Context: an optimization exercise on an open-source flow, tuned for small area. The choices shown serve that exercise and are no tape-out recipe. Only simulation tests tie the RTL to the original design; equivalence was not proved. No activity file was given, so power comes from the tool's default toggle rates.

$ cat design/flow/standard.sh
#!/bin/bash
# synth_recipe.tcl (not shown) runs the flow's synth.tcl, then flattens the netlist and writes it again
# the make line also repeats each setting of config.mk as NAME=value (left out here)
make -C /OpenROAD-flow-scripts/flow DESIGN_CONFIG=/design/flow/config.mk WORK_HOME=/design/flow/orfs CLKGATE_MAP_FILE= SYNTH_SCRIPT=/design/flow/synth_recipe.tcl "${@:-finish}"
$ cat design/flow/flow/run.sh
#!/bin/bash
# The standard ORFS layout (standard.sh) with these changes:
#  - synthesis is synth_recipe.tcl unchanged except that ABC maps for area
#    only (flow/abc_area.script: no buffering or sizing, no delay target),
#    and the full-adder extraction is skipped (ADDER_MAP_FILE empty);
#  - ports are buffered with buf_1 instead of the flow's default buffer;
#  - CTS clusters sinks with small clock buffers and no dummy loads.
set -euo pipefail
here=$(pwd)
{
  head -n 1 synth_recipe.tcl
  echo 'proc abc {args} {'
  echo '  set i [lsearch $args -script]'
  echo "  if {\$i >= 0} { lset args [expr {\$i + 1}] $here/flow/abc_area.script }"
  echo '  set j [lsearch $args -D]'
  echo '  if {$j >= 0} { set args [lreplace $args $j [expr {$j + 1}]] }'
  echo '  yosys abc {*}$args'
  echo '}'
  tail -n +2 synth_recipe.tcl
} > synth_area.tcl
bash standard.sh \
  "SYNTH_SCRIPT=$here/synth_area.tcl" \
  'ADDER_MAP_FILE=' \
  'BUFFER_PORTS_ARGS=-buffer_cell sky130_fd_sc_hd__buf_1' \
  'CTS_ARGS=-sink_clustering_enable -repair_clock_nets -dont_use_dummy_load -sink_clustering_size 12 -sink_clustering_max_diameter 45 -buf_list {sky130_fd_sc_hd__clkbuf_4} -root_buf sky130_fd_sc_hd__clkbuf_8 -tree_buf {sky130_fd_sc_hd__clkbuf_8}' \
  finish > standard_flow.log 2>&1
$ cat design/flow/constraint.sdc
create_clock -name core_clock -period 10.0 [get_ports {clk}]
set_input_delay 2.0000 -clock core_clock [delete_from_list [all_inputs] [get_ports {clk}]]
set_output_delay 2.0000 -clock core_clock [all_outputs]
set_load 0.01 [all_outputs]
$ cat design/flow/design.v
module scd41_meas_decoder (
    input  wire        clk,
    input  wire        rst,
    input  wire        in_valid,
    input  wire [7:0]  in_data,
    output wire        in_ready,
    output reg         out_valid,
    output reg  [15:0] co2,
    output reg  [15:0] raw_t,
    output reg  [15:0] raw_rh,
    output wire [31:0] temp,
    output wire [31:0] rh
);
    reg [4:0]  g;
    reg [3:0]  n;
    reg        f;         
    reg [3:0]  st;
    reg [15:0] rc, rt, rr;
    reg [23:0] w;
    reg [31:0] rtf;
    reg [7:0]  rm8;
    reg        cy, sign;
    reg [4:0]  u;
    reg [27:0] rh_q;
    reg [28:0] temp_q;
    wire rh_e654 = !rh_q[27] && (rh_q[26:23] != 4'd0);
    assign rh   = {1'b0, rh_q[27], {3{rh_e654}}, rh_q[26:0]};
    assign temp = {temp_q[28:27], {3{~temp_q[27]}}, temp_q[26:0]};
    wire       ch   = st[3];
    wire [2:0] sc   = st[2:0];
    wire       idle = (st == 4'b1011);
    wire       g0  = (g == 5'd0);
    wire       g16 = (g == 5'd16);
    wire       g30 = (g == 5'd30);
    wire       g31 = (g == 5'd31);
    wire       c3  = (g[2] & u[2]) | ((g[2] | u[2]) & ((g[1] & u[1]) | ((g[1] | u[1]) & g[0] & u[0])));
    wire       ea  = rm8[0];       
    wire is_data = !n[1];
    wire hi      = !n[1] && !n[0];
    wire n7      = (n == 4'b1001);                 
    wire n8      = (n == 4'b1010);                 
    wire n9      = n[3] && n[2];
    wire start   = (n == 4'b0110) || (n == 4'b1000) || n7;
    wire acc = n8 ? ch : n7 ? !idle : !n9;
    wire wr  = in_valid && acc && is_data && (g[3] == hi);
    assign in_ready = acc && (!is_data || (g[3] == hi && g[2:0] == 3'd7 && f));
    wire take   = in_valid && in_ready;
    wire in_bit = in_data[g[2:0]];
    wire wr_c = wr && n[3:2] == 2'd0;
    wire wr_t = wr && n[3:2] == 2'd1;
    wire wr_r = wr && n[3:2] == 2'd2;
    wire prod  = !idle && !sc[2];
    wire first = !idle && sc == 3'd0;
    wire pg    = sc == 3'd4;
    wire rota  = sc == 3'd5;
    wire rotb  = sc == 3'd6;
    wire em    = sc == 3'd7;
    wire lo16  = !g[4];
    wire act   = !(g[4] && g[3]);                    
    wire [2:0] i = g[2:0];
    localparam [7:0] K_Q   = 8'd210;    
    localparam [7:0] K_EXP = 8'd111;    
    reg tap, msk, neg;
    always @(*) begin
        case ({ch, sc[1:0]})
            3'b000:  begin tap = rt[9];  msk = (i != 3'd7);            neg = 1'b0; end  
            3'b001:  begin tap = rt[11]; msk = (i[2:1] != 2'b11) && (i != 3'd5); neg = 1'b0; end  
            3'b010:  begin tap = rt[12]; msk = !i[2];                  neg = 1'b0; end  
            3'b011:  begin tap = rt[0];  msk = 1'b0;                   neg = lo16 || K_Q[i]; end  
            3'b100:  begin tap = rr[9];  msk = (i != 3'd7);            neg = 1'b0; end  
            3'b101:  begin tap = rr[11]; msk = (i[2:1] != 2'b11) && (i != 3'd5); neg = 1'b1; end  
            default: begin tap = rr[14]; msk = (i[2:1] == 2'b00);      neg = 1'b0; end  
        endcase
    end
    wire op   = neg ^ (tap & (lo16 || msk));
    wire       u_lo0 = (u[2:0] == 3'd0);
    wire       la = rota && (act || (!u_lo0 && !c3));
    wire       lb = rotb && !(u[3] ^ u_lo0) && act;
    wire       loop = la || lb;
    wire       rm_tap = u_lo0 ? w[0] : rm8[u[2:0]];
    wire found = |u;
    wire qsel = u[4] && g[4] && !g[3] && c3;
    wire src  = qsel ? w[16] : w[0];
    wire ebit = src ^ sign;
    reg  ub;
    always @(*) begin
        case (i)
            3'd0: ub = u[0];
            3'd1: ub = u[1];
            3'd2: ub = u[2];
            3'd3: ub = u[3];
            3'd4: ub = u[4];
            default: ub = 1'b0;
        endcase
    end
    wire kb = K_EXP[i];
    wire ad_a = em ? (act ? ebit : ub) : (!first && (lo16 ? w[0] : w[16]));
    wire ad_b = prod ? op : (em && (g0 || (!act && kb && found)));
    wire ad_c = g0 ? (!em && !first && ea) : cy;
    wire ad_s = ad_a ^ ad_b ^ ad_c;
    wire ad_o = (ad_a & ad_b) | (ad_a & ad_c) | (ad_b & ad_c);
    wire eout = g0 ? sign : ad_s;
    wire sbit = ad_s ^ sign;           
    wire em_rh = em && ch;
    wire w15_ad = ((prod || pg) && lo16) || (em_rh && act && (g[4] || g[3]));
    wire rm_ad  = em_rh && !g[4] && !g[3] && !g0;
    always @(posedge clk) begin
        rc  <= {wr_c ? in_bit : rc[0], rc[15:1]};
        rt  <= {wr_t ? in_bit : rt[0], rt[15:1]};
        rr  <= {wr_r ? in_bit : rr[0], rr[15:1]};
        w[14:0]  <= w[15:1];
        w[15]    <= w15_ad ? ad_s : la ? w[16] : lb ? rm8[0] : w[0];
        w[22:16] <= w[23:17];
        w[23]    <= (!lo16 && (act ? (prod || pg) : em_rh)) ? ad_s : la ? rm_tap : w[16];
        rtf <= {(em && !ch) ? eout : rtf[0], rtf[31:1]};
        rm8 <= {rm_ad ? ad_s : loop ? w[0] : (prod && g16) ? cy : rm8[0], rm8[7:1]};
        cy <= ad_o;
        if (prod && g30)
            sign <= w[16] & w[17];
        if (pg && act && (g0 || sbit))
            u <= sbit ? g : 5'd0;
        f <= (g[2:0] == 3'd0) ? wr : (f && wr);
        if (rst) begin
            g         <= 5'd0;
            n         <= 4'd0;
            st        <= 4'b1011;
            out_valid <= 1'b0;
        end else begin
            g <= g + 5'd1;
            if (take) begin
                n <= n[1] ? {n[3:2] + 2'd1, 2'd0} : {n[3:2], n[1:0] + 2'd1};
            end
            out_valid <= 1'b0;
            if (g31) begin
                if (idle) begin
                    if (start)
                        st <= 4'b0000;
                end else if (st == 4'b0111) begin
                    if (n8)
                        st <= 4'b1000;
                end else if (st == 4'b1010)
                    st <= 4'b1100;
                else if (st == 4'b1111)
                    st <= 4'b1011;
                else
                    st <= st + 4'd1;
            end
            if (idle && g0 && n9) begin
                co2       <= rc;
                raw_t     <= rt;
                raw_rh    <= rr;
                temp_q    <= {rtf[0], rtf[31], rtf[27:1]};
                rh_q      <= {w[23], w[19:16], w[7:0], w[15:8], rm8[7:1]};
                out_valid <= 1'b1;
                n         <= 4'd0;
            end
        end
    end
endmodule
$ cat design/flow/config.mk
export PLATFORM = sky130hd
export DESIGN_NAME = scd41_meas_decoder
export DESIGN_NICKNAME = scd41_meas_decoder
export VERILOG_FILES = /design/flow/design.v
export SDC_FILE = /design/flow/constraint.sdc
export NUM_CORES = 4
export LEC_CHECK = 0
export ABC_AREA = 1
export CAP_MARGIN = 20
export CORE_MARGIN = 2
export CORE_UTILIZATION = 55
export PLACE_DENSITY = 0.75
export SLEW_MARGIN = 20
$ cat design/flow/flow/abc_area.script
strash; dch -f; amap; mfs2; strash; dch -f; amap; topo
==> flow_summary.json, run 1 <==
{
  "slew_viol_final": 0,
  "sw_frac_of_total": 0.1944,
  "switchingPower_uw": 280.7,
  "finClkSkew_ns": 0.07221,
  "drc": 0,
  "post_cts_buffers": 0,
  "crit_fanout": 7,
  "hold_buffers": 0,
  "powerDensity_mw_per_mm2": 183.2,
  "leakage_nw": 2.615,
  "grt_max_degree": 83,
  "end_kind": "output pin",
  "dieArea_mm2": 0.01369,
  "dp.cells": 750,
  "grt.total_usage": 0.1678,
  "cts_max_level": 1,
  "fin_ws_ns": 5.639,
  "coreArea_mm2": 0.01257,
  "dpl_cell_area_mm2": 0.007669,
  "numCtsBuffers": 26,
  "max_slew.worst_pin.slew_ns": 1.007,
  "drt.antenna.violating_nets": 0,
  "regArea_mm2": 0.005896,
  "worstHoldEndpoint": "rtf[30]",
  "min_period_ns": 4.361,
  "cts.reportedPaths.clkPinSlew_ns": 0.10,
  "grt_pass1_vias": 3590,
  "r2r_slack_ns": 6.02,
  "async_flop_share": 0,
  "drt_first_pass_iters": 5,
  "reg2reg_to": "u[3]",
  "max-slew-margin-rel": 0.3287,
  "p_clk_frac": 0.271,
  "diodes": 0,
  "r2r_start": "g[1]",
  "io_pins": 125,
  "crit_path_frequent_cell": "nor2_1",
  "ys_types": 35,
  "ir_drop_mv": 0.09979,
  "num_rows": 41,
  "rsz0062_at_grt": "false",
  "grt_first_pass_wirelength_um": 17880,
  "worstSetupStartpointType": "flop",
  "combPwrFrac": 0.020,
  "cpPeakStageDelay_ns": 0.46,
  "wl_um": 11540,
  "avgSynthCellArea_um2": 15.24,
  "fill_cells": 954,
  "syn-num-nets": 472,
  "synth-seq-cells": 239,
  "area_delta_synth_final_pct": 12.20,
  "clock_sinks": 239,
  "cts.path.max_buffers": 3,
  "grt-ovfl-total": 0,
  "setup_violations": 0,
  "clkLatencyLatePin_ns": 0.51,
  "dr_total_vias": 3963,
  "drt_iter0_drc": 350,
  "drive_gt1_frac": 0.04636,
  "ys.flop_type": "dfxtp_1",
  "syn-instance-count": 461,
  "r2r_cells": 15,
  "final_cell_count_no_fill": 776,
  "p_seq_frac": 0.709,
  "drv_cap": 0,
  "synth-edff-count": 111,
  "viasPerCell": 5.107,
  "stdcell_area_mm2": 0.007883,
  "grt_antenna_before_repair": 0,
  "gp_congestion": 0.9364,
  "ys_seq_area_frac": 0.8392,
  "cts_tree": "yes",
  "pre_cts_ws_ns": 5.830,
  "setup-tns-final_ns": 0,
  "hold_class": "reg -> reg",
  "critical_path_class": "reg -> out",
  "die_h_um": 117.0,
  "arrival_ns": 2.36,
  "min_path_cells": 0,
  "fmax_mhz": 229.3,
  "worst_ep_required_time_ns": 8.00,
  "hold_viol": 0,
  "p_total_mw": 1.444,
  "final_util": 0.6272,
  "slowest_stage": "dfxtp_1",
  "cp_cell_sequence": "clkinv_1 > nor2_1 > nand2_1 > nor2_1 > a221oi_1 > o21a_1 > buf_1",
  "cts-resized-gates": 0,
  "status": "complete, no violations",
  "initial_utilization": 0.5590,
  "hpwl_um": 8145,
  "die_x_um": 117.0,
  "io_buffers": 123,
  "wl_per_cell_um": 14.88,
  "fin_crit_sh": 0.4361,
  "nNetsFinal": 617,
  "holdWs_ns": 0.3084,
  "p_int_mw": 1.163,
  "hp-start": "rtf[31]",
  "netlist_area_mm2": 0.007025,
  "synth_warnings": 1,
  "multi_input_area_um2": 949.7,
  "cts_root_buf": "clkbuf_8"
}
[layout make-up]
type,instances,area share
Sequential cell,239,0.7479
Inverter,37,0.01762
Multi-Input combinational cell,178,0.1205
Clock buffer,26,0.02714
Tap cell,172,0.02730
Timing Repair Buffer,124,0.05952
[cell usage after synthesis, drive strengths merged (2+ instances only)]
cell	number	area, um2
a22oi	3	22.52
a32o	3	30.03
a222oi	2	20.02
clkinv	37	138.9
a221oi	2	17.52
nor3	9	45.04
nand2	21	78.83
edfxtp	111	3333
o31ai	2	15.01
a32oi	2	17.52
a31oi	2	12.51
dfxtp	128	2562
o211ai	3	22.52
o22ai	8	50.05
o22a	2	17.52
a21oi	18	90.09
a2111oi	2	17.52
buf	7	48.79
o21ai	8	40.04
o21a	2	15.01
nor2b	2	12.51
o221ai	5	43.79
nand4	3	18.77
nor2	62	232.7
a211oi	6	45.04
nand3	3	15.01
[power groups by stage]
| stage | registers [mW] | clock network [mW] | logic (mW) |
|---|---|---|---|
| after floorplan | 1.04 | 0 | 0.0206 |
| after global placement | 1.05 | 0 | 0.0278 |
| after detailed placement | 1.05 | 0 | 0.0281 |
| after CTS | 1.02 | 0.409 | 0.0282 |
| after global routing | 1.02 | 0.448 | 0.0322 |
| final | 1.02 | 0.391 | 0.0286 |
[worst max-delay path by stage]
stage	startpoint	end	depth (start not counted)
after floorplan	rst	co2[0]	1
after global placement	rst	rh_q[21]	3
after detailed placement	rst	rh_q[25]	3
after CTS	st[1]	in_ready	7
after global routing	st[1]	in_ready	7
final	st[1]	in_ready	7
[worst max-delay path, delay by kind of cell (launching register included)]
family	cells	cell delay [ns]
flops	1	0.46
simple gates	3	0.72
buf+inv	2	0.36
compound gates	2	0.32
[flip-flops by register name, summed over array words and instances, names as in the netlist]
name and flops:
raw_rh 16, sign 1, out_valid 1, f 1, rh_q 28, rm8 8, rr 16, co2 16
g 5, w 24, rt 16, cy 1, raw_t 16, rc 16, rtf 32, st 4
n 4, u 5, temp_q 29
[cells by family after synthesis]
family,Yosys count,synth area share
AND/OR/NAND/NOR,103,0.06037
AO/OA/AOI/OAI,74,0.07320
flip-flops,239,0.8392
other,1,0.0005338
buffers and inverters,44,0.02671
[cell usage in the layout, fill, tap and decap left out, drive strengths merged, types with 9 or more instances in the layout]
cell type,Yosys,routed
edfxtp,111,111
nand2,21,21
buf,7,124
nor3,9,9
clkbuf,0,26
clkinv,37,37
nor2,62,62
a21oi,18,18
dfxtp,128,128
[per-layer routing]
metal  share of wire  vias up  global-route usage
met3           0.078       21             0.03811
met4           0.016        0             0.05176
met1            0.45     1835              0.2398
li1                -     1936                   -
met2            0.46      171              0.2605
met5               0        -                   0
==> run 2, diff against run 1 <==
==> design/flow/flow/abc_area.script (replaced) <==
strash; dch -f; amap; mfs2; strash; dch -f; amap; mfs2; strash; dch -f; amap; mfs2; strash; dch -f; amap; topo
--- a/design/flow/config.mk
+++ b/design/flow/config.mk
@@ -10,4 +10,4 @@
 export CORE_MARGIN = 2
-export CORE_UTILIZATION = 55
-export PLACE_DENSITY = 0.75
+export CORE_UTILIZATION = 40
+export PLACE_DENSITY = 0.6
 export SLEW_MARGIN = 20
==> flow_summary.json, run 2 <==
{
  "setup_violations": 0,
  "slowest_stage": "dfxtp_1",
  "hold_class": "reg -> reg",
  "r2r_slack_ns": 5.97,
  "synth_top_area_frac": 0.4746,
  "initial_utilization": 0.4074,
  "wl_per_cell_um": 14.65,
  "cp_cell_sequence": "clkinv_1 > nor2_1 > clkinv_1 > nor2_1 > nand2_1 > nor2_1 > o21a_1 > buf_1",
  "cpPeakStageDelay_ns": 0.44,
  "critical_path_class": "reg -> out",
  "synth-edff-count": 111,
  "coreArea_mm2": 0.01724,
  "netlist_area_mm2": 0.007023,
  "cts.reportedPaths.clkPinSlew_ns": 0.10,
  "grt_pass1_vias": 3833,
  "hpwl_um": 8447,
  "area_delta_synth_final_pct": 13.04,
  "clock_sinks": 239,
  "cts_tree": "yes",
  "ir_drop_mv": 0.06702,
  "syn-num-nets": 476,
  "cts-resized-gates": 0,
  "reg2reg_to": "u[0]",
  "setup-tns-final_ns": 0,
  "fmax_mhz": 232.7,
  "top_regs": "rtf (32), temp_q (29), rh_q (28)",
  "synth_top_area_cell": "edfxtp_1",
  "min_period_ns": 4.298,
  "syn-instance-count": 465,
  "hp-start": "rr[15]",
  "netlist_top_cells_area": "edfxtp_1 47%, dfxtp_1 36%, nor2_1 3.2%",
  "r2r_start": "g[1]",
  "grt-ovfl-total": 0,
  "hold_viol": 0,
  "worstHoldEndpoint": "rr[14]",
  "final_cell_mix": "128 x dfxtp_1, 123 x buf_1, 111 x edfxtp_1",
  "io_buffers": 123,
  "worstSetupStartpointType": "flop",
  "die_h_um": 136.5,
  "cts_root_buf": "clkbuf_8",
  "largest-register": "rtf",
  "p_total_mw": 1.445,
  "rsz0062_at_grt": "false",
  "grt.total_usage": 0.1290,
  "num_rows": 48,
  "finClkSkew_ns": 0.04956,
  "status": "complete, no violations",
  "crit_fanout": 6,
  "slew_viol_final": 0,
  "fin_crit_sh": 0.4298,
  "grt_antenna_before_repair": 0,
  "synth_warnings": 1,
  "r2r_cells": 15,
  "ys.flop_type": "dfxtp_1",
  "avgSynthCellArea_um2": 15.10,
  "drv_cap": 0,
  "async_flop_share": 0,
  "synth-seq-cells": 239,
  "ys_top_cells_by_count": "128 x dfxtp_1, 111 x edfxtp_1, 60 x nor2_1",
  "drt.antenna.violating_nets": 0,
  "drive_gt1_frac": 0.04448,
  "io_pins": 125,
  "largest_reg_flops": 32,
  "cts.path.max_buffers": 3,
  "wl_um": 12190,
  "dieArea_mm2": 0.01863,
  "arrival_ns": 2.30,
  "post_cts_buffers": 0,
  "crit_path_frequent_cell": "nor2_1",
  "drt_first_pass_iters": 5,
  "final_common_cell": "dfxtp_1",
  "grt_max_degree": 85,
  "numCtsBuffers": 25,
  "ys_types": 33,
  "end_kind": "output pin",
  "leakage_nw": 2.616,
  "holdWs_ns": 0.3178,
  "diodes": 0,
  "viasPerCell": 4.744,
  "powerDensity_mw_per_mm2": 182.0,
  "critPathLaunch": "g[1]",
  "dr_total_vias": 3947,
  "grt_first_pass_wirelength_um": 19100,
  "worst_ep_required_time_ns": 8.00,
  "drc": 0,
  "yosysMostFrequentCell": "dfxtp_1",
  "critPathBufInv": 3,
  "min_path_cells": 0,
  "gp_congestion": 0.8982,
  "ys_seq_area_frac": 0.8395,
  "clkLatencyLatePin_ns": 0.50,
  "cts_max_level": 1,
  "nNetsFinal": 620,
  "max-slew-margin-rel": 0.3154,
  "drt_iter0_drc": 308,
  "cp_top_family": "simple AND/OR/NAND/NOR gates",
  "hold_buffers": 0,
  "max_slew.worst_pin.slew_ns": 1.027,
  "die_x_um": 136.5
}
[run 2: cell types whose count changed after synthesis, sizes merged, moves of 3 or more]
cell | before | now
a22oi | 3 | 6
a21oi | 18 | 13
o22ai | 8 | 13
nor3 | 9 | 13
o21ai | 8 | 17
[run 2: worst max-delay path by stage]
stage / end / slack [ns] / cells past startpoint
after global placement: rh_q[27] / 5.88 / 3
final: in_ready / 5.70 / 8
after global routing: in_ready / 5.43 / 8
after detailed placement: rh_q[27] / 5.80 / 3
after floorplan: co2[0] / 3.06 / 1
after CTS: in_ready / 5.67 / 8
[run 2: kinds of logic after synthesis]
kind of cell,share of synthesized area
DFF,0.8395
other,0.0005340
buffers and inverters,0.02726
AOI/OAI and AO/OA,0.07198
and+or+nand+nor,0.06075
[run 2: where the power goes]
group / switching [mW] / internal, mW / total, mW
Combinational: 0.0191 / 0.00992 / 0.0291
Sequential: 0.00486 / 1.02 / 1.02
Clock: 0.261 / 0.130 / 0.391
[run 2: metrics by stage]
stage	instances	setup WS [ns]	util	cell area, um2
after floorplan	465	3.058	-	7023
after global placement	807	5.881	0.4486	7732
after detailed placement	807	5.799	0.4486	7732
after CTS	832	5.670	0.4606	7939
after global routing	832	5.433	0.4606	7939
final	832	5.702	0.4606	7939
[run 2: layout make-up]
type,count,area [um2]
fill,1533,9298
sequential,239,5896
timing repair buffer,124,469.2
tap,225,281.5
multi-input combinational,181,943.4
clock buffer,25,206.4
inverter,38,142.6
[run 2: worst register-to-register path: cells and delay by family, from the launching register on]
family                 cells  cell delay, ns
AO/OA/AOI/OAI              7            1.75
flip-flops                 1            0.44
AND/OR/NAND/NOR            5            0.94
buffers and inverters      3            0.53
[run 2: metal layers]
layer  wire length (um)  part of all wire  global-route usage  vias to the layer above
li1                   -                 -                   -                     1932
met1               5266              0.43              0.1684                     1824
met2               5779              0.47              0.2131                      172
met3                935             0.077             0.02852                       19
met4                206             0.017             0.04514                        0
met5                  0                 0                   0                        -
==> run 3, diff against run 2 <==
==> design/flow/flow/abc_area.script (replaced) <==
strash; &get -n; &deepsyn -T 20; &put; dch -f; amap; topo
==> flow_summary.json, run 3 <==
{
  "synth-compound-area-share": 0.06906,
  "drt_iter0_drc": 207,
  "drv_cap": 0,
  "grt_max_degree": 60,
  "clock_sinks": 239,
  "numCtsBuffers": 28,
  "fmax_mhz": 227.1,
  "clkLatencyLatePin_ns": 0.53,
  "final_util": 0.4630,
  "synth_xor_area_frac": 0,
  "largest-register": "rtf",
  "async_flop_share": 0,
  "initial_utilization": 0.4078,
  "drt.antenna.violating_nets": 0,
  "cts_root_buf": "clkbuf_8",
  "ys_top_cells_by_count": "128 x dfxtp_1, 111 x edfxtp_1, 61 x nor2_1",
  "holdWs_ns": 0.2900,
  "leakage_nw": 2.675,
  "top_regs": "rtf (32), temp_q (29), rh_q (28)",
  "max_slew.worst_pin.slew_ns": 0.7910,
  "grt-ovfl-total": 0,
  "syn-num-nets": 477,
  "avgSynthCellArea_um2": 15.08,
  "synth-simple-area-share": 0.06497,
  "fin_crit_sh": 0.4404,
  "synth-seq-cells": 239,
  "netlist_area_mm2": 0.007029,
  "grt.total_usage": 0.1271,
  "viasPerCell": 4.732,
  "synth-edff-count": 111,
  "end_kind": "output pin",
  "yosys.area_share.adder": 0,
  "critical_path_class": "reg -> out",
  "arrival_ns": 2.40,
  "gp_congestion": 0.8732,
  "grt_antenna_before_repair": 0,
  "ir_drop_mv": 0.07938,
  "dieArea_mm2": 0.01865,
  "drive_gt1_frac": 0.05220,
  "cts-resized-gates": 0,
  "ys_seq_area_frac": 0.8387,
  "synth_warnings": 1,
  "synth_top_area_cell": "edfxtp_1",
  "grt_first_pass_wirelength_um": 18720,
  "hold_class": "reg -> reg",
  "worst_ep_required_time_ns": 8.00,
  "setup_violations": 0,
  "dp.cells": 810,
  "hpwl_um": 8317,
  "hold_buffers": 0,
  "syn-instance-count": 466,
  "hold_viol": 0,
  "cts_tree": "yes",
  "synth_top_family_by_area": "compound AO/OA/AOI/OAI gates",
  "coreArea_mm2": 0.01724,
  "num_rows": 48,
  "setup-tns-final_ns": 0,
  "powerDensity_mw_per_mm2": 181.8,
  "final_cell_mix": "128 x dfxtp_1, 123 x buf_1, 111 x edfxtp_1",
  "die_x_um": 136.6,
  "final_common_cell": "dfxtp_1",
  "wl_um": 12050,
  "cts.path.max_buffers": 3,
  "yosysMostFrequentCell": "dfxtp_1",
  "netlist_top_cells_area": "edfxtp_1 47%, dfxtp_1 36%, nor2_1 3.3%",
  "final_cell_count_no_fill": 838,
  "largest_reg_flops": 32,
  "synth_top_area_frac": 0.4742,
  "area_delta_synth_final_pct": 13.53,
  "io_buffers": 123,
  "ys_types": 37,
  "slew_viol_final": 0,
  "ys.flop_type": "dfxtp_1",
  "dr_total_vias": 3965,
  "crit_fanout": 7,
  "p_total_mw": 1.451,
  "drt_first_pass_iters": 4,
  "grt_pass1_vias": 3807,
  "post_cts_buffers": 0,
  "drc": 0,
  "die_h_um": 136.6,
  "worstSetupStartpointType": "flop",
  "status": "complete, no violations",
  "nNetsFinal": 626,
  "cts.reportedPaths.clkPinSlew_ns": 0.11,
  "synth.area.mux_share": 0,
  "cts_max_level": 1,
  "rsz0062_at_grt": "false",
  "diodes": 0,
  "fill_cells": 1577,
  "min_period_ns": 4.404,
  "wl_per_cell_um": 14.38,
  "finClkSkew_ns": 0.06341,
  "max-slew-margin-rel": 0.4727,
  "io_pins": 125
}
-- run 3: cell types whose count changed in the layout (fill, tap and decap cells not counted), sizes merged, moves of 3 or more --
cell / change
nand2: -4
a31oi: +5
a22oi: -5
clkbuf: +3
a211oi: -4
-- run 3: final cells by class --
class | count | area, um2 | share of cell area
multi-input combinational | 183 | 950.9 | 0.1192
tap | 225 | 281.5 | 0.03528
inverter | 37 | 138.9 | 0.01740
clock buffer | 28 | 229.0 | 0.02869
timing repair buffer | 126 | 484.2 | 0.06068
sequential | 239 | 5896 | 0.7388
-- run 3: per-stage QoR --
step           cell area (um2)  setup slack (ns)
2_1_floorplan             7029            0.1635
4_1_cts                   7980             5.553
5_1_grt                   7980             5.307
3_3_place_gp              7751             6.139
6_report                  7980             5.596
3_5_place_dp              7751             6.094
-- run 3: final timing paths --
| check | slack [ns] | startpoint | cells past startpoint | to |
|---|---|---|---|---|
| worst max register to register | 6.12 | u[1] | 17 | u[1] |
| worst min-delay path | 0.29 | w[21] | 0 | w[20] |
| worst min register to register | 0.29 | w[21] | 0 | w[20] |
| worst max-delay path | 5.60 | g[1] | 8 | in_ready |
-- run 3: logic make-up (layout without fill, tap and decap cells) --
group | after synthesis | after routing
AOI/OAI and AO/OA | 74 | 74
buffers and inverters | 44 | 191
DFF | 239 | 239
other | 1 | 1
and+or+nand+nor | 108 | 108
-- run 3: report_power, final --
part	total (mW)	switching, mW	internal [mW]
sequential	1.02	0.00254	1.02
clock	0.410	0.267	0.143
combinational	0.0209	0.0147	0.00614
total	1.45	0.284	1.17
-- run 3: metal layers --
metal  part of all wire  vias to the layer above  GRT usage
li1                   -                     1952          -
met1               0.46                     1840     0.1695
met2               0.45                      146     0.2047
met3              0.076                       27    0.03037
met4              0.019                        0    0.04282
met5                  0                        -          0
-- run 3: critical path, stage by stage (launching register included) --
cell	delay, ns
dfxtp_1	0.43
clkinv_1	0.14
nor2_1	0.17
clkinv_1	0.18
nor2_1	0.24
clkinv_1	0.22
nor3_1	0.22
o21a_1	0.14
buf_1	0.20
==> run 4, diff against run 3 <==
==> design/flow/flow/abc_area.script (replaced) <==
strash; dch -f; amap; mfs2; strash; dch -f; amap; topo
==> flow_summary.json, run 4 <==
{
  "min_period_ns": 4.293,
  "ys_top_cells_by_count": "128 x dfxtp_1, 111 x edfxtp_1, 62 x nor2_1",
  "leakage_nw": 2.611,
  "largest_reg_flops": 32,
  "multi_input_area_um2": 949.7,
  "crit_fanout": 5,
  "fmax_mhz": 232.9,
  "viasPerCell": 4.723,
  "synth-simple-area-share": 0.06037,
  "final_common_cell": "dfxtp_1",
  "avgSynthCellArea_um2": 15.24,
  "numCtsBuffers": 25,
  "async_flop_share": 0,
  "max-slew-margin-rel": 0.3639,
  "gp_congestion": 0.8827,
  "cts.path.max_buffers": 3,
  "cts_root_buf": "clkbuf_8",
  "yosys.area_share.adder": 0,
  "hold_buffers": 0,
  "grt-ovfl-total": 0,
  "drt.antenna.violating_nets": 0,
  "drc": 0,
  "p_total_mw": 1.440,
  "drt_first_pass_iters": 4,
  "cts.reportedPaths.clkPinSlew_ns": 0.11,
  "regArea_mm2": 0.005896,
  "clock_sinks": 239,
  "drive_gt1_frac": 0.04478,
  "coreArea_mm2": 0.01724,
  "critical_path_class": "reg -> out",
  "cts_max_level": 1,
  "syn-instance-count": 461,
  "syn-num-nets": 472,
  "drv_cap": 0,
  "netlist_top_cells_area": "edfxtp_1 47%, dfxtp_1 36%, nor2_1 3.3%",
  "grt_first_pass_wirelength_um": 18710,
  "worst_ep_required_time_ns": 8.00,
  "grt_antenna_before_repair": 0,
  "ys.flop_type": "dfxtp_1",
  "top_regs": "rtf (32), temp_q (29), rh_q (28)",
  "largest-register": "rtf",
  "initial_utilization": 0.4076,
  "num_rows": 48,
  "dr_total_vias": 3911,
  "slew_viol_final": 0,
  "io_buffers": 123,
  "synth_top_area_frac": 0.4744,
  "rsz0062_at_grt": "false",
  "status": "complete, no violations",
  "yosysMostFrequentCell": "dfxtp_1",
  "fin_crit_sh": 0.4293,
  "hpwl_um": 8277,
  "finClkSkew_ns": 0.04101,
  "cpPeakStageDelay_ns": 0.42,
  "end_kind": "output pin",
  "post_cts_buffers": 0,
  "r2r_slack_ns": 5.90,
  "cp_cell_sequence": "clkinv_1 > nor2_1 > clkinv_1 > nor2_1 > nand2_1 > nor2_1 > o21a_1 > buf_1",
  "setup_violations": 0,
  "cts_tree": "yes",
  "cts-resized-gates": 0,
  "synth_xor_area_frac": 0,
  "max_slew.worst_pin.slew_ns": 0.9542,
  "clkLatencyLatePin_ns": 0.51,
  "setup-tns-final_ns": 0,
  "worstSetupStartpointType": "flop",
  "min_path_cells": 0,
  "synth-edff-count": 111,
  "ys_types": 35,
  "die_x_um": 136.5,
  "grt.total_usage": 0.1262,
  "diodes": 0,
  "dieArea_mm2": 0.01864,
  "hold_class": "reg -> reg",
  "netlist_area_mm2": 0.007025,
  "arrival_ns": 2.29,
  "grt_pass1_vias": 3731,
  "io_pins": 125,
  "ys_seq_area_frac": 0.8392,
  "ir_drop_mv": 0.06775,
  "synth.area.mux_share": 0,
  "fill_cells": 1564,
  "r2r_cells": 15,
  "synth-compound-area-share": 0.07320,
  "synth_top_area_cell": "edfxtp_1",
  "grt_max_degree": 79,
  "crit_path_frequent_cell": "nor2_1",
  "wl_per_cell_um": 14.31,
  "area_delta_synth_final_pct": 13.04,
  "die_h_um": 136.5,
  "synth_top_family_by_area": "compound AO/OA/AOI/OAI gates",
  "powerDensity_mw_per_mm2": 181.3,
  "hold_viol": 0,
  "final_cell_mix": "128 x dfxtp_1, 123 x buf_1, 111 x edfxtp_1",
  "nNetsFinal": 616,
  "synth_warnings": 1,
  "synth-seq-cells": 239,
  "drt_iter0_drc": 287,
  "slowest_stage": "dfxtp_1",
  "wl_um": 11850
}
run 4: changes by cell type after synthesis, moves of 4 or more:
| cell | previous run | this run |
|---|---|---|
| nor3_1 | 14 | 9 |
| a31oi_1 | 6 | 2 |
| o21ai_0 | 15 | 8 |
| a21oi_1 | 14 | 18 |
| a211oi_1 | 2 | 6 |
run 4: per-stage QoR:
stage,util,setup slack [ns],std cells,hold WS (ns),cell area (um2)
4_1_cts,0.4607,5.665,828,0.3193,7941
3_3_place_gp,0.4488,5.780,803,0.3153,7735
6_report,0.4607,5.707,828,0.3172,7941
5_1_grt,0.4607,5.416,828,0.3237,7941
2_1_floorplan,-,3.058,461,0.3096,7025
3_5_place_dp,0.4488,5.726,803,0.3161,7735
run 4: per-layer routing:
metal,vias up,GRT usage,share of wire
met5,-,0,0
met4,0,0.04109,0.014
met3,14,0.02741,0.059
met2,124,0.2058,0.46
met1,1840,0.1688,0.46
li1,1933,-,-
run 4: logic make-up after synthesis:
kind of cell / Yosys count
AOI/OAI and AO/OA: 74
buffers and inverters: 44
other: 1
and+or+nand+nor: 103
DFF: 239
run 4: report_power, final:
| group | internal (mW) | switching, mW |
|---|---|---|
| clock network | 0.130 | 0.257 |
| logic | 0.00942 | 0.0193 |
| registers | 1.02 | 0.00434 |
| total | 1.16 | 0.281 |
run 4: path summary, 6_finish.rpt:
check | startpoint | endpoint
hold / removal | rt[3] | rt[2]
setup / recovery | g[1] | in_ready
hold reg to reg | rt[3] | rt[2]
setup reg to reg | g[1] | u[0]
run 4: worst max-delay path: cells and delay by family (launching register included):
family	cells	cell delay (ns)
buffers and inverters	3	0.48
AOI/OAI and AO/OA	1	0.13
DFF	1	0.42
and+or+nand+nor	4	0.79
run 4: cell type report:
| type | count | area share |
|---|---|---|
| Clock buffer | 25 | 0.02600 |
| Inverter | 37 | 0.01749 |
| Multi-Input combinational cell | 178 | 0.1196 |
| Sequential cell | 239 | 0.7424 |
| Tap cell | 225 | 0.03545 |
| Timing Repair Buffer | 124 | 0.05908 |
==> run 5, diff against run 4 <==
--- a/design/flow/flow/run.sh
+++ b/design/flow/flow/run.sh
@@ -24,3 +24,3 @@
   'BUFFER_PORTS_ARGS=-buffer_cell sky130_fd_sc_hd__buf_1' \
-  'CTS_ARGS=-sink_clustering_enable -repair_clock_nets -dont_use_dummy_load -sink_clustering_size 12 -sink_clustering_max_diameter 45 -buf_list {sky130_fd_sc_hd__clkbuf_4} -root_buf sky130_fd_sc_hd__clkbuf_8 -tree_buf {sky130_fd_sc_hd__clkbuf_8}' \
+  'CTS_ARGS=-sink_clustering_enable -repair_clock_nets -dont_use_dummy_load -sink_clustering_size 12 -sink_clustering_max_diameter 45 -buf_list {sky130_fd_sc_hd__clkbuf_4} -root_buf sky130_fd_sc_hd__clkbuf_8 -tree_buf {sky130_fd_sc_hd__clkbuf_4}' \
   finish > standard_flow.log 2>&1
==> flow_summary.json, run 5 <==
{
  "setup_violations": 0,
  "crit_fanout": 5,
  "numCtsBuffers": 25,
  "synth-seq-cells": 239,
  "ys_top_cells_by_count": "128 x dfxtp_1, 111 x edfxtp_1, 62 x nor2_1",
  "r2r_start": "g[1]",
  "p_int_mw": 1.159,
  "hold_viol": 0,
  "grt_first_pass_wirelength_um": 18710,
  "synth_warnings": 1,
  "grt-ovfl-total": 0,
  "synth_top_area_frac": 0.4744,
  "ys.flop_type": "dfxtp_1",
  "coreArea_mm2": 0.01724,
  "drive_gt1_frac": 0.04478,
  "drt_first_pass_iters": 4,
  "wl_met1_um": 5480,
  "cts_max_level": 1,
  "end_kind": "output pin",
  "status": "complete, no violations",
  "fill_cells": 1564,
  "hold_class": "reg -> reg",
  "area_delta_synth_final_pct": 13.04,
  "switchingPower_uw": 280.9,
  "wl_um": 11850,
  "critPathLaunch": "g[1]",
  "drt.antenna.violating_nets": 0,
  "grt_max_degree": 79,
  "ys_types": 35,
  "drt_iter0_drc": 287,
  "sw_frac_of_total": 0.1951,
  "yosysMostFrequentCell": "dfxtp_1",
  "cts-resized-gates": 0,
  "final_cell_mix": "128 x dfxtp_1, 123 x buf_1, 111 x edfxtp_1",
  "ys_seq_area_frac": 0.8392,
  "min_path_cells": 0,
  "syn-instance-count": 461,
  "num_rows": 48,
  "largest_reg_flops": 32,
  "grt_pass1_vias": 3731,
  "cts.path.max_buffers": 3,
  "hpwl_um": 8277,
  "dieArea_mm2": 0.01864,
  "wl_per_cell_um": 14.31,
  "worstSetupStartpointType": "flop",
  "cts_tree": "yes",
  "largest-register": "rtf",
  "p_clk_frac": 0.269,
  "grt_antenna_before_repair": 0,
  "nNetsFinal": 616,
  "worst_ep_required_time_ns": 8.00,
  "setup-tns-final_ns": 0,
  "avgSynthCellArea_um2": 15.24,
  "fin_crit_sh": 0.4293,
  "arrival_ns": 2.29,
  "drc": 0,
  "rsz0062_at_grt": "false",
  "diodes": 0,
  "gp_congestion": 0.8827,
  "regArea_mm2": 0.005896,
  "die_h_um": 136.5,
  "p_seq_frac": 0.711,
  "clkLatencyLatePin_ns": 0.51,
  "dr_wl_met2_um": 5503,
  "syn-num-nets": 472,
  "cts.reportedPaths.clkPinSlew_ns": 0.11,
  "final_util": 0.4607,
  "netlist_top_cells_area": "edfxtp_1 47%, dfxtp_1 36%, nor2_1 3.3%",
  "initial_utilization": 0.4076,
  "die_x_um": 136.5,
  "max_slew.worst_pin.slew_ns": 0.9542,
  "finClkSkew_ns": 0.04101,
  "min_period_ns": 4.293,
  "powerDensity_mw_per_mm2": 181.3,
  "top_regs": "rtf (32), temp_q (29), rh_q (28)",
  "clock_sinks": 239,
  "drv_cap": 0,
  "met3_length_um": 696,
  "synth_top_area_cell": "edfxtp_1",
  "hp-start": "rt[3]",
  "fmax_mhz": 232.9,
  "ir_drop_mv": 0.06775,
  "io_buffers": 123,
  "dr_total_vias": 3911,
  "io_pins": 125,
  "hold_buffers": 0,
  "slew_viol_final": 0,
  "multi_input_area_um2": 949.7,
  "combPwrFrac": 0.020,
  "cts_root_buf": "clkbuf_8",
  "critical_path_class": "reg -> out",
  "leakage_nw": 2.611,
  "synth-edff-count": 111,
  "viasPerCell": 4.723,
  "final_common_cell": "dfxtp_1",
  "holdWs_ns": 0.3172,
  "max-slew-margin-rel": 0.3639,
  "post_cts_buffers": 0,
  "grt.total_usage": 0.1262,
  "r2r_cells": 15,
  "async_flop_share": 0,
  "netlist_area_mm2": 0.007025,
  "routed.top_layer": "met4"
}
-- run 5: power by group through the flow --
stage	clock (mW)	sequential [mW]	combinational [mW]
floorplan	0	1.04	0.0206
global placement	0	1.05	0.0277
detailed placement	0	1.05	0.0280
CTS	0.412	1.02	0.0283
global route	0.448	1.03	0.0323
finish	0.387	1.02	0.0287
-- run 5: worst paths after layout --
path / endpoint / slack, ns
worst min register to register: rt[2] / 0.32
worst min-delay path: rt[2] / 0.32
worst max-delay path: in_ready / 5.71
worst max register to register: u[0] / 5.90
-- run 5: cell type report --
type	instances	area share
Multi-Input combinational cell	178	0.1196
Clock buffer	25	0.02600
Timing Repair Buffer	124	0.05908
Tap cell	225	0.03545
Inverter	37	0.01749
Sequential cell	239	0.7424
-- run 5: logic make-up (layout without fill, tap and decap cells) --
| logic type | Yosys count | in the layout | share of synthesized area |
|---|---|---|---|
| buffers and inverters | 44 | 186 | 0.02671 |
| other | 1 | 1 | 0.0005338 |
| DFF | 239 | 239 | 0.8392 |
| and+or+nand+nor | 103 | 103 | 0.06037 |
| AOI/OAI and AO/OA | 74 | 74 | 0.07320 |
-- run 5: worst max-delay path, stage by stage, from the launching register on --
cell      delay [ns]
dfxtp_1         0.42
clkinv_1        0.18
nor2_1          0.32
clkinv_1        0.14
nor2_1          0.27
nand2_1         0.11
nor2_1          0.09
o21a_1          0.13
buf_1           0.16
-- run 5: per-stage QoR --
| stage | cell area [um2] | setup WS [ns] | std cells | total power [mW] |
|---|---|---|---|---|
| 6_report | 7941 | 5.707 | 828 | 1.440 |
| 5_1_grt | 7941 | 5.416 | 828 | 1.505 |
| 4_1_cts | 7941 | 5.665 | 828 | 1.465 |
| 3_5_place_dp | 7735 | 5.726 | 803 | 1.074 |
| 3_3_place_gp | 7735 | 5.780 | 803 | 1.074 |
| 2_1_floorplan | 7025 | 3.058 | 461 | 1.065 |
-- run 5: routing by layer --
metal / global-route usage / vias up
met1: 0.1688 / 1840
li1: - / 1933
met3: 0.02741 / 14
met2: 0.2058 / 124
met5: 0 / -
met4: 0.04109 / 0
==> run 6, diff against run 5 <==
--- a/design/flow/flow/run.sh
+++ b/design/flow/flow/run.sh
@@ -24,3 +24,3 @@
   'BUFFER_PORTS_ARGS=-buffer_cell sky130_fd_sc_hd__buf_1' \
-  'CTS_ARGS=-sink_clustering_enable -repair_clock_nets -dont_use_dummy_load -sink_clustering_size 12 -sink_clustering_max_diameter 45 -buf_list {sky130_fd_sc_hd__clkbuf_4} -root_buf sky130_fd_sc_hd__clkbuf_8 -tree_buf {sky130_fd_sc_hd__clkbuf_4}' \
+  'CTS_ARGS=-sink_clustering_enable -repair_clock_nets -dont_use_dummy_load -sink_clustering_size 12 -sink_clustering_max_diameter 50 -buf_list {sky130_fd_sc_hd__clkbuf_4} -root_buf sky130_fd_sc_hd__clkbuf_2 -tree_buf {sky130_fd_sc_hd__clkbuf_4}' \
   finish > standard_flow.log 2>&1
==> flow_summary.json, run 6 <==
{
  "syn-instance-count": 461,
  "powerDensity_mw_per_mm2": 178.6,
  "dieArea_mm2": 0.01864,
  "end_kind": "output pin",
  "drive_gt1_frac": 0.04319,
  "viasPerCell": 4.736,
  "cts_max_level": 1,
  "post_cts_buffers": 0,
  "arrival_ns": 2.50,
  "initial_utilization": 0.4076,
  "synth-simple-area-share": 0.06037,
  "ys_top_cells_by_count": "128 x dfxtp_1, 111 x edfxtp_1, 62 x nor2_1",
  "grt.total_usage": 0.1264,
  "ys.flop_type": "dfxtp_1",
  "io_pins": 125,
  "ys_seq_area_frac": 0.8392,
  "syn-num-nets": 472,
  "largest-register": "rtf",
  "netlist_area_mm2": 0.007025,
  "drc": 0,
  "drt_iter0_drc": 314,
  "fill_cells": 1568,
  "status": "complete, no violations",
  "synth.area.mux_share": 0,
  "drt_first_pass_iters": 4,
  "synth-compound-area-share": 0.07320,
  "p_total_mw": 1.413,
  "leakage_nw": 2.597,
  "netlist_top_cells_area": "edfxtp_1 47%, dfxtp_1 36%, nor2_1 3.3%",
  "drt.antenna.violating_nets": 0,
  "clock_sinks": 239,
  "setup_violations": 0,
  "ys_types": 35,
  "hpwl_um": 8277,
  "top_regs": "rtf (32), temp_q (29), rh_q (28)",
  "yosysMostFrequentCell": "dfxtp_1",
  "avgSynthCellArea_um2": 15.24,
  "slew_viol_final": 0,
  "hold_class": "reg -> reg",
  "ir_drop_mv": 0.07085,
  "worstSetupStartpointType": "flop",
  "cts_tree": "yes",
  "max_slew.worst_pin.slew_ns": 0.9202,
  "synth_top_area_frac": 0.4744,
  "coreArea_mm2": 0.01724,
  "grt_antenna_before_repair": 1,
  "gp_congestion": 0.8827,
  "rsz0062_at_grt": "false",
  "synth_top_area_cell": "edfxtp_1",
  "numCtsBuffers": 24,
  "die_h_um": 136.5,
  "largest_reg_flops": 32,
  "min_period_ns": 4.498,
  "fmax_mhz": 222.3,
  "synth_top_family_by_area": "compound AO/OA/AOI/OAI gates",
  "synth_warnings": 1,
  "grt_max_degree": 79,
  "final_cell_mix": "128 x dfxtp_1, 123 x buf_1, 111 x edfxtp_1",
  "crit_fanout": 7,
  "cts_root_buf": "clkbuf_2",
  "area_delta_synth_final_pct": 12.59,
  "clkLatencyLatePin_ns": 0.70,
  "synth_xor_area_frac": 0,
  "fin_crit_sh": 0.4498,
  "cts.path.max_buffers": 3,
  "synth-seq-cells": 239,
  "yosys.area_share.adder": 0,
  "critical_path_class": "reg -> out",
  "drv_cap": 0,
  "io_buffers": 123,
  "wl_um": 11850,
  "finClkSkew_ns": 0.07238,
  "setup-tns-final_ns": 0,
  "die_x_um": 136.5,
  "max-slew-margin-rel": 0.3707,
  "hold_buffers": 0,
  "async_flop_share": 0,
  "grt_pass1_vias": 3714,
  "synth-edff-count": 111,
  "dr_total_vias": 3921,
  "final_util": 0.4589,
  "final_common_cell": "dfxtp_1",
  "grt_first_pass_wirelength_um": 18630,
  "worst_ep_required_time_ns": 8.00,
  "cts.reportedPaths.clkPinSlew_ns": 0.11,
  "grt-ovfl-total": 0,
  "num_rows": 48,
  "hold_viol": 0,
  "nNetsFinal": 615,
  "wl_per_cell_um": 14.31,
  "cts-resized-gates": 0
}
run 6: cell counts after synthesis:
No cell type changed its count.
run 6: layout make-up:
class / instances / area, um2 / share of cell area
multi-input combinational: 178 / 949.7 / 0.1201
tap: 225 / 281.5 / 0.03559
timing repair buffer: 124 / 469.2 / 0.05932
sequential: 239 / 5896 / 0.7453
antenna: 1 / 2.502 / 0.0003164
inverter: 37 / 138.9 / 0.01756
clock buffer: 24 / 172.7 / 0.02183
run 6: logic make-up after synthesis:
| group | after synthesis |
|---|---|
| flops | 239 |
| simple gates | 103 |
| compound gates | 74 |
| buf+inv | 44 |
| other cells | 1 |
run 6: per-stage QoR:
stage | setup WS (ns) | hold WS, ns | area, um2 | std cells
after floorplan | 3.058 | 0.3096 | 7025 | 461
after global placement | 5.780 | 0.3153 | 7735 | 803
after detailed placement | 5.726 | 0.3161 | 7735 | 803
after CTS | 5.394 | 0.3156 | 7908 | 827
after global routing | 5.202 | 0.3316 | 7910 | 828
final | 5.502 | 0.3122 | 7910 | 828
run 6: power by group:
group          total, mW  switching, mW  internal, mW
combinational     0.0286         0.0192       0.00942
sequential          1.02        0.00434          1.02
clock              0.360          0.257         0.104
total               1.41          0.280          1.13
run 6: path summary, 6_finish.rpt:
check | startpoint | to | cells after the start | slack, ns
hold reg to reg | rtf[15] | rtf[14] | 0 | 0.31
setup reg to reg | g[1] | u[0] | 15 | 5.96
setup / recovery | st[1] | in_ready | 7 | 5.50
hold / removal | rtf[15] | rtf[14] | 0 | 0.31
run 6: routing by layer:
metal  GRT usage  vias up  wire length, um
met2      0.2053      143             5420
met5           0        -                0
met4     0.04572        0              203
li1            -     1935                -
met3     0.02704       16              805
met1      0.1680     1827             5420
run 6: critical path: stages (launching register included):
cell	delay [ns]
dfxtp_1	0.46
clkinv_1	0.25
nor2_1	0.34
nand2_1	0.12
nor2_1	0.22
a221oi_1	0.16
o21a_1	0.14
buf_1	0.13
==> run 7, diff against run 6 <==
--- a/design/flow/flow/run.sh
+++ b/design/flow/flow/run.sh
@@ -24,3 +24,3 @@
   'BUFFER_PORTS_ARGS=-buffer_cell sky130_fd_sc_hd__buf_1' \
-  'CTS_ARGS=-sink_clustering_enable -repair_clock_nets -dont_use_dummy_load -sink_clustering_size 12 -sink_clustering_max_diameter 50 -buf_list {sky130_fd_sc_hd__clkbuf_4} -root_buf sky130_fd_sc_hd__clkbuf_2 -tree_buf {sky130_fd_sc_hd__clkbuf_4}' \
+  'CTS_ARGS=-sink_clustering_enable -repair_clock_nets -dont_use_dummy_load -sink_clustering_size 13 -sink_clustering_max_diameter 45 -buf_list {sky130_fd_sc_hd__clkbuf_4} -root_buf sky130_fd_sc_hd__clkbuf_4 -tree_buf {sky130_fd_sc_hd__clkbuf_4}' \
   finish > standard_flow.log 2>&1
==> flow_summary.json, run 7 <==
{
  "min_period_ns": 4.410,
  "dieArea_mm2": 0.01864,
  "critPathBufInv": 2,
  "area_delta_synth_final_pct": 12.70,
  "hold_class": "reg -> reg",
  "cts.path.max_buffers": 3,
  "grt_pass1_vias": 3721,
  "cts_tree": "yes",
  "wl_met1_um": 5417,
  "clkLatencyLatePin_ns": 0.64,
  "cts.reportedPaths.clkPinSlew_ns": 0.11,
  "nNetsFinal": 615,
  "drt_iter0_drc": 332,
  "wl_um": 11880,
  "ys_seq_area_frac": 0.8392,
  "yosysMostFrequentCell": "dfxtp_1",
  "top_regs": "rtf (32), temp_q (29), rh_q (28)",
  "die_x_um": 136.5,
  "drt_first_pass_iters": 5,
  "hold_buffers": 0,
  "min_path_cells": 0,
  "avgSynthCellArea_um2": 15.24,
  "routed.top_layer": "met4",
  "synth-seq-cells": 239,
  "path_depth": 7,
  "crit_fanout": 7,
  "post_cts_buffers": 0,
  "r2r_start": "g[1]",
  "fmax_mhz": 226.8,
  "end_kind": "output pin",
  "drive_gt1_frac": 0.04319,
  "arrival_ns": 2.41,
  "setup_violations": 0,
  "numCtsBuffers": 24,
  "wl_per_cell_um": 14.35,
  "synth_warnings": 1,
  "cp-endpoint": "in_ready",
  "grt_antenna_before_repair": 1,
  "hold_viol": 0,
  "gp_congestion": 0.8827,
  "leakage_nw": 2.598,
  "p_total_mw": 1.421,
  "slew_viol_final": 0,
  "finClkSkew_ns": 0.09860,
  "num_rows": 48,
  "max-slew-margin-rel": 0.3633,
  "largest_reg_flops": 32,
  "ys_top_cells_by_count": "128 x dfxtp_1, 111 x edfxtp_1, 62 x nor2_1",
  "syn-instance-count": 461,
  "fill_cells": 1570,
  "rsz0062_at_grt": "false",
  "cts_root_buf": "clkbuf_4",
  "fin_crit_sh": 0.4410,
  "cp_cell_sequence": "clkinv_1 > nor2_1 > nand2_1 > nor2_1 > a221oi_1 > o21a_1 > buf_1",
  "cp_top_family": "simple AND/OR/NAND/NOR gates",
  "syn-num-nets": 472,
  "status": "complete, no violations",
  "die_h_um": 136.5,
  "synth-edff-count": 111,
  "critical_path_class": "reg -> out",
  "max_slew.worst_pin.slew_ns": 0.9550,
  "r2r_cells": 15,
  "grt_max_degree": 79,
  "worst_ep_required_time_ns": 8.00,
  "met3_length_um": 791,
  "drc": 0,
  "io_buffers": 123,
  "viasPerCell": 4.742,
  "clock_sinks": 239,
  "cpPeakStageDelay_ns": 0.45,
  "drt.antenna.violating_nets": 0,
  "final_common_cell": "dfxtp_1",
  "dr_total_vias": 3926,
  "ys_types": 35,
  "ys.flop_type": "dfxtp_1",
  "hpwl_um": 8277,
  "final_cell_mix": "128 x dfxtp_1, 123 x buf_1, 111 x edfxtp_1",
  "largest-register": "rtf",
  "drv_cap": 0,
  "coreArea_mm2": 0.01724,
  "worstSetupStartpointType": "flop",
  "synth_top_area_frac": 0.4744,
  "powerDensity_mw_per_mm2": 179.5,
  "r2r_slack_ns": 5.92,
  "critPathLaunch": "st[1]",
  "initial_utilization": 0.4076,
  "grt.total_usage": 0.1274,
  "slowest_stage": "dfxtp_1",
  "dr_wl_met2_um": 5438,
  "crit_path_frequent_cell": "nor2_1",
  "reg2reg_to": "u[0]",
  "io_pins": 125,
  "setup-tns-final_ns": 0,
  "netlist_area_mm2": 0.007025,
  "cts-resized-gates": 0,
  "async_flop_share": 0,
  "netlist_top_cells_area": "edfxtp_1 47%, dfxtp_1 36%, nor2_1 3.3%",
  "grt-ovfl-total": 0,
  "cts_max_level": 1,
  "grt_first_pass_wirelength_um": 18770,
  "ir_drop_mv": 0.07084,
  "synth_top_area_cell": "edfxtp_1"
}
==> run 7: cells by family (layout without fill, tap and decap cells) <==
| logic type | Yosys count | count (layout) | synth area share |
|---|---|---|---|
| flops | 239 | 239 | 0.8392 |
| simple gates | 103 | 103 | 0.06037 |
| compound gates | 74 | 74 | 0.07320 |
| buf+inv | 44 | 185 | 0.02671 |
| other cells | 1 | 2 | 0.0005338 |
==> run 7: worst register-to-register path: cells and delay by family (launching register included) <==
family,cells,cell delay (ns)
AND/OR/NAND/NOR,6,1.01
flip-flops,1,0.42
AO/OA/AOI/OAI,7,1.97
buffers and inverters,2,0.32
==> run 7: cell type report <==
cell class | count | area [um2] | share of cell area
Sequential cell | 239 | 5896 | 0.7446
Multi-Input combinational cell | 178 | 949.7 | 0.1199
Timing Repair Buffer | 124 | 469.2 | 0.05926
Tap cell | 225 | 281.5 | 0.03556
Clock buffer | 24 | 180.2 | 0.02276
Inverter | 37 | 138.9 | 0.01754
Antenna cell | 1 | 2.502 | 0.0003161
==> run 7: worst min path at each step <==
stage                          to    start
after detailed placement  rtf[27]  rtf[28]
final                     rtf[27]  rtf[28]
after global placement    rtf[27]  rtf[28]
after floorplan           rtf[27]  rtf[28]
after global routing      rtf[27]  rtf[28]
after CTS                 rtf[27]  rtf[28]
==> run 7: where the power goes <==
group | switching [mW] | internal [mW] | leakage, nW | total (mW)
combinational | 0.0193 | 0.00941 | 0.443 | 0.0288
sequential | 0.00439 | 1.02 | 2.05 | 1.02
clock | 0.258 | 0.111 | 0.110 | 0.369
==> run 7: through the flow <==
step / cell area, um2 / utilization / instances / worst slack [ns] / hold slack [ns]
2_1_floorplan: 7025 / - / 461 / 3.058 / 0.3096
3_3_place_gp: 7735 / 0.4488 / 803 / 5.780 / 0.3153
3_5_place_dp: 7735 / 0.4488 / 803 / 5.726 / 0.3161
4_1_cts: 7915 / 0.4592 / 827 / 5.524 / 0.2692
5_1_grt: 7918 / 0.4594 / 828 / 5.315 / 0.2709
6_report: 7918 / 0.4594 / 828 / 5.590 / 0.2678
==> run 7: routing by layer <==
metal  vias to the layer above  GRT usage
li1                       1930          -
met1                      1828     0.1719
met2                       145     0.2042
met3                        23    0.02889
met4                         0    0.04340
met5                         -          0
==> run 8, diff against run 7 <==
--- a/design/flow/flow/run.sh
+++ b/design/flow/flow/run.sh
@@ -24,3 +24,3 @@
   'BUFFER_PORTS_ARGS=-buffer_cell sky130_fd_sc_hd__buf_1' \
-  'CTS_ARGS=-sink_clustering_enable -repair_clock_nets -dont_use_dummy_load -sink_clustering_size 13 -sink_clustering_max_diameter 45 -buf_list {sky130_fd_sc_hd__clkbuf_4} -root_buf sky130_fd_sc_hd__clkbuf_4 -tree_buf {sky130_fd_sc_hd__clkbuf_4}' \
+  'CTS_ARGS=-sink_clustering_enable -repair_clock_nets -dont_use_dummy_load -sink_clustering_size 12 -sink_clustering_max_diameter 45 -buf_list {sky130_fd_sc_hd__clkbuf_4} -root_buf sky130_fd_sc_hd__clkbuf_4 -tree_buf {sky130_fd_sc_hd__clkbuf_4}' \
   finish > standard_flow.log 2>&1
==> flow_summary.json, run 8 <==
{
  "status": "complete, no violations",
  "finClkSkew_ns": 0.05248,
  "switchingPower_uw": 279.0,
  "leakage_nw": 2.603,
  "clock_sinks": 239,
  "cts_tree": "yes",
  "p_clk_frac": 0.261,
  "synth-edff-count": 111,
  "viasPerCell": 4.738,
  "dr_total_vias": 3928,
  "powerDensity_mw_per_mm2": 179.7,
  "min_path_cells": 0,
  "nNetsFinal": 616,
  "dieArea_mm2": 0.01864,
  "critPathLaunch": "g[1]",
  "critical_path_class": "reg -> out",
  "synth-seq-cells": 239,
  "clkLatencyLatePin_ns": 0.61,
  "end_kind": "output pin",
  "r2r_cells": 15,
  "slew_viol_final": 0,
  "grt_first_pass_wirelength_um": 18710,
  "min_period_ns": 4.380,
  "rsz0062_at_grt": "false",
  "dp.cells": 803,
  "ir_drop_mv": 0.06770,
  "grt.total_usage": 0.1265,
  "netlist_top_cells_area": "edfxtp_1 47%, dfxtp_1 36%, nor2_1 3.3%",
  "final_cell_count_no_fill": 829,
  "worst_ep_required_time_ns": 8.00,
  "largest_reg_flops": 32,
  "fin_ws_ns": 5.620,
  "setup-tns-final_ns": 0,
  "avgSynthCellArea_um2": 15.24,
  "final_cell_mix": "128 x dfxtp_1, 123 x buf_1, 111 x edfxtp_1",
  "post_cts_buffers": 0,
  "syn-num-nets": 472,
  "synth_top_area_frac": 0.4744,
  "drv_cap": 0,
  "cts-resized-gates": 0,
  "worstSetupStartpointType": "flop",
  "reg2reg_to": "u[0]",
  "numCtsBuffers": 25,
  "final_common_cell": "dfxtp_1",
  "grt-ovfl-total": 0,
  "ys.flop_type": "dfxtp_1",
  "arrival_ns": 2.38,
  "cts_max_level": 1,
  "ys_types": 35,
  "combPwrFrac": 0.020,
  "syn-instance-count": 461,
  "max-slew-margin-rel": 0.3707,
  "hpwl_um": 8277,
  "io_buffers": 123,
  "drt_first_pass_iters": 4,
  "netlist_area_mm2": 0.007025,
  "multi_input_area_um2": 949.7,
  "coreArea_mm2": 0.01724,
  "pre_cts_ws_ns": 5.726,
  "wl_per_cell_um": 14.28,
  "die_h_um": 136.5,
  "io_pins": 125,
  "wl_um": 11830,
  "drt.antenna.violating_nets": 0,
  "hold_buffers": 0,
  "top_regs": "rtf (32), temp_q (29), rh_q (28)",
  "drive_gt1_frac": 0.04478,
  "area_delta_synth_final_pct": 12.80,
  "num_rows": 48,
  "p_int_mw": 1.145,
  "ys_top_cells_by_count": "128 x dfxtp_1, 111 x edfxtp_1, 62 x nor2_1",
  "largest-register": "rtf",
  "cts.reportedPaths.clkPinSlew_ns": 0.11,
  "worstHoldEndpoint": "rt[2]",
  "grt_max_degree": 79,
  "drt_iter0_drc": 299,
  "p_seq_frac": 0.719,
  "sw_frac_of_total": 0.1960,
  "fmax_mhz": 228.3,
  "setup_violations": 0,
  "regArea_mm2": 0.005896,
  "yosysMostFrequentCell": "dfxtp_1",
  "drc": 0,
  "async_flop_share": 0,
  "initial_utilization": 0.4076,
  "max_slew.worst_pin.slew_ns": 0.9439,
  "fin_crit_sh": 0.4380,
  "hold_viol": 0,
  "hold_class": "reg -> reg",
  "r2r_start": "g[1]",
  "crit_fanout": 5,
  "r2r_slack_ns": 5.90,
  "grt_pass1_vias": 3727,
  "final_util": 0.4598,
  "synth_warnings": 1,
  "fill_cells": 1567,
  "cts.path.max_buffers": 3,
  "hp-start": "rt[3]",
  "ys_seq_area_frac": 0.8392,
  "gp_congestion": 0.8827,
  "grt_antenna_before_repair": 1,
  "die_x_um": 136.5,
  "cts_root_buf": "clkbuf_4",
  "synth_top_area_cell": "edfxtp_1"
}
==> run 8: final cells by class <==
cell class | count | share of cell area
Multi-Input combinational cell | 178 | 0.1198
Timing Repair Buffer | 124 | 0.05920
Sequential cell | 239 | 0.7439
Clock buffer | 25 | 0.02368
Inverter | 37 | 0.01752
Tap cell | 225 | 0.03552
Antenna cell | 1 | 0.0003158
==> run 8: cell families (layout without fill, tap and decap cells) <==
group | Yosys count | in the layout | synth area share
AND/OR/NAND/NOR | 103 | 103 | 0.06037
flip-flops | 239 | 239 | 0.8392
AO/OA/AOI/OAI | 74 | 74 | 0.07320
other | 1 | 2 | 0.0005338
buffers and inverters | 44 | 186 | 0.02671
==> run 8: per-stage QoR <==
stage / hold slack, ns / total power, mW / area [um2]
finish: 0.3175 / 1.424 / 7925
global placement: 0.3153 / 1.074 / 7735
detailed placement: 0.3161 / 1.074 / 7735
CTS: 0.3195 / 1.449 / 7923
floorplan: 0.3096 / 1.065 / 7025
global route: 0.3241 / 1.490 / 7925
==> run 8: routing by layer <==
metal / global-route usage / vias up / part of all wire
met3: 0.02852 / 15 / 0.063
met2: 0.2058 / 127 / 0.46
met5: 0 / - / 0
met4: 0.04167 / 0 / 0.016
li1: - / 1936 / -
met1: 0.1688 / 1850 / 0.46
==> run 8: worst max-delay path by stage <==
stage               endpoint  slack [ns]  cells past startpoint
floorplan             co2[0]        3.06                      1
global placement     rh_q[7]        5.78                      3
detailed placement  rh_q[25]        5.73                      3
CTS                 in_ready        5.55                      7
global route        in_ready        5.31                      8
finish              in_ready        5.62                      8
==> run 8: power groups by stage <==
stage	logic [mW]	registers, mW	clock network, mW
5_1_grt	0.0323	1.03	0.432
4_1_cts	0.0283	1.02	0.397
3_3_place_gp	0.0277	1.05	0
3_5_place_dp	0.0280	1.05	0
6_report	0.0287	1.02	0.371
2_1_floorplan	0.0206	1.04	0
==> run 8: critical path, stage by stage, from the launching register on <==
cell      delay (ns)
dfxtp_1         0.42
clkinv_1        0.18
nor2_1          0.32
clkinv_1        0.14
nor2_1          0.27
nand2_1         0.11
nor2_1          0.09
o21a_1          0.13
buf_1           0.16

-- static timing again, ports no longer ideal --
In the flow no input, the clock included, has a driving cell. The finished layouts below were timed again as built, in two steps. Step 1 assumes that a clkbuf_16 drives the clock port and a buf_2 every other input. Step 2 moves the port delays by t, midway between the first and last clock arrival at a register: inputs arrive t later, outputs are due t later. That takes back most of the time a late clock gives input paths. a / b / c = no drivers / after step 1 / after step 2; a / b = the first two.
run	t (ns)	setup slack, ns	worst setup path after step 2
run 1	0.507	5.639 / 5.604 / 5.829	input to register
run 2	0.510	5.702 / 5.666 / 5.826	input to register
run 3	0.533	5.596 / 5.560 / 6.093	register to output
run 4	0.524	5.707 / 5.672 / 5.737	input to register
run 5	0.524	5.707 / 5.672 / 5.737	input to register
run 6	0.700	5.502 / 5.467 / 5.737	input to register
run 7	0.629	5.590 / 5.556 / 5.728	input to register
run 8	0.615	5.620 / 5.585 / 5.754	input to register
After both steps every run listed still meets setup and hold.
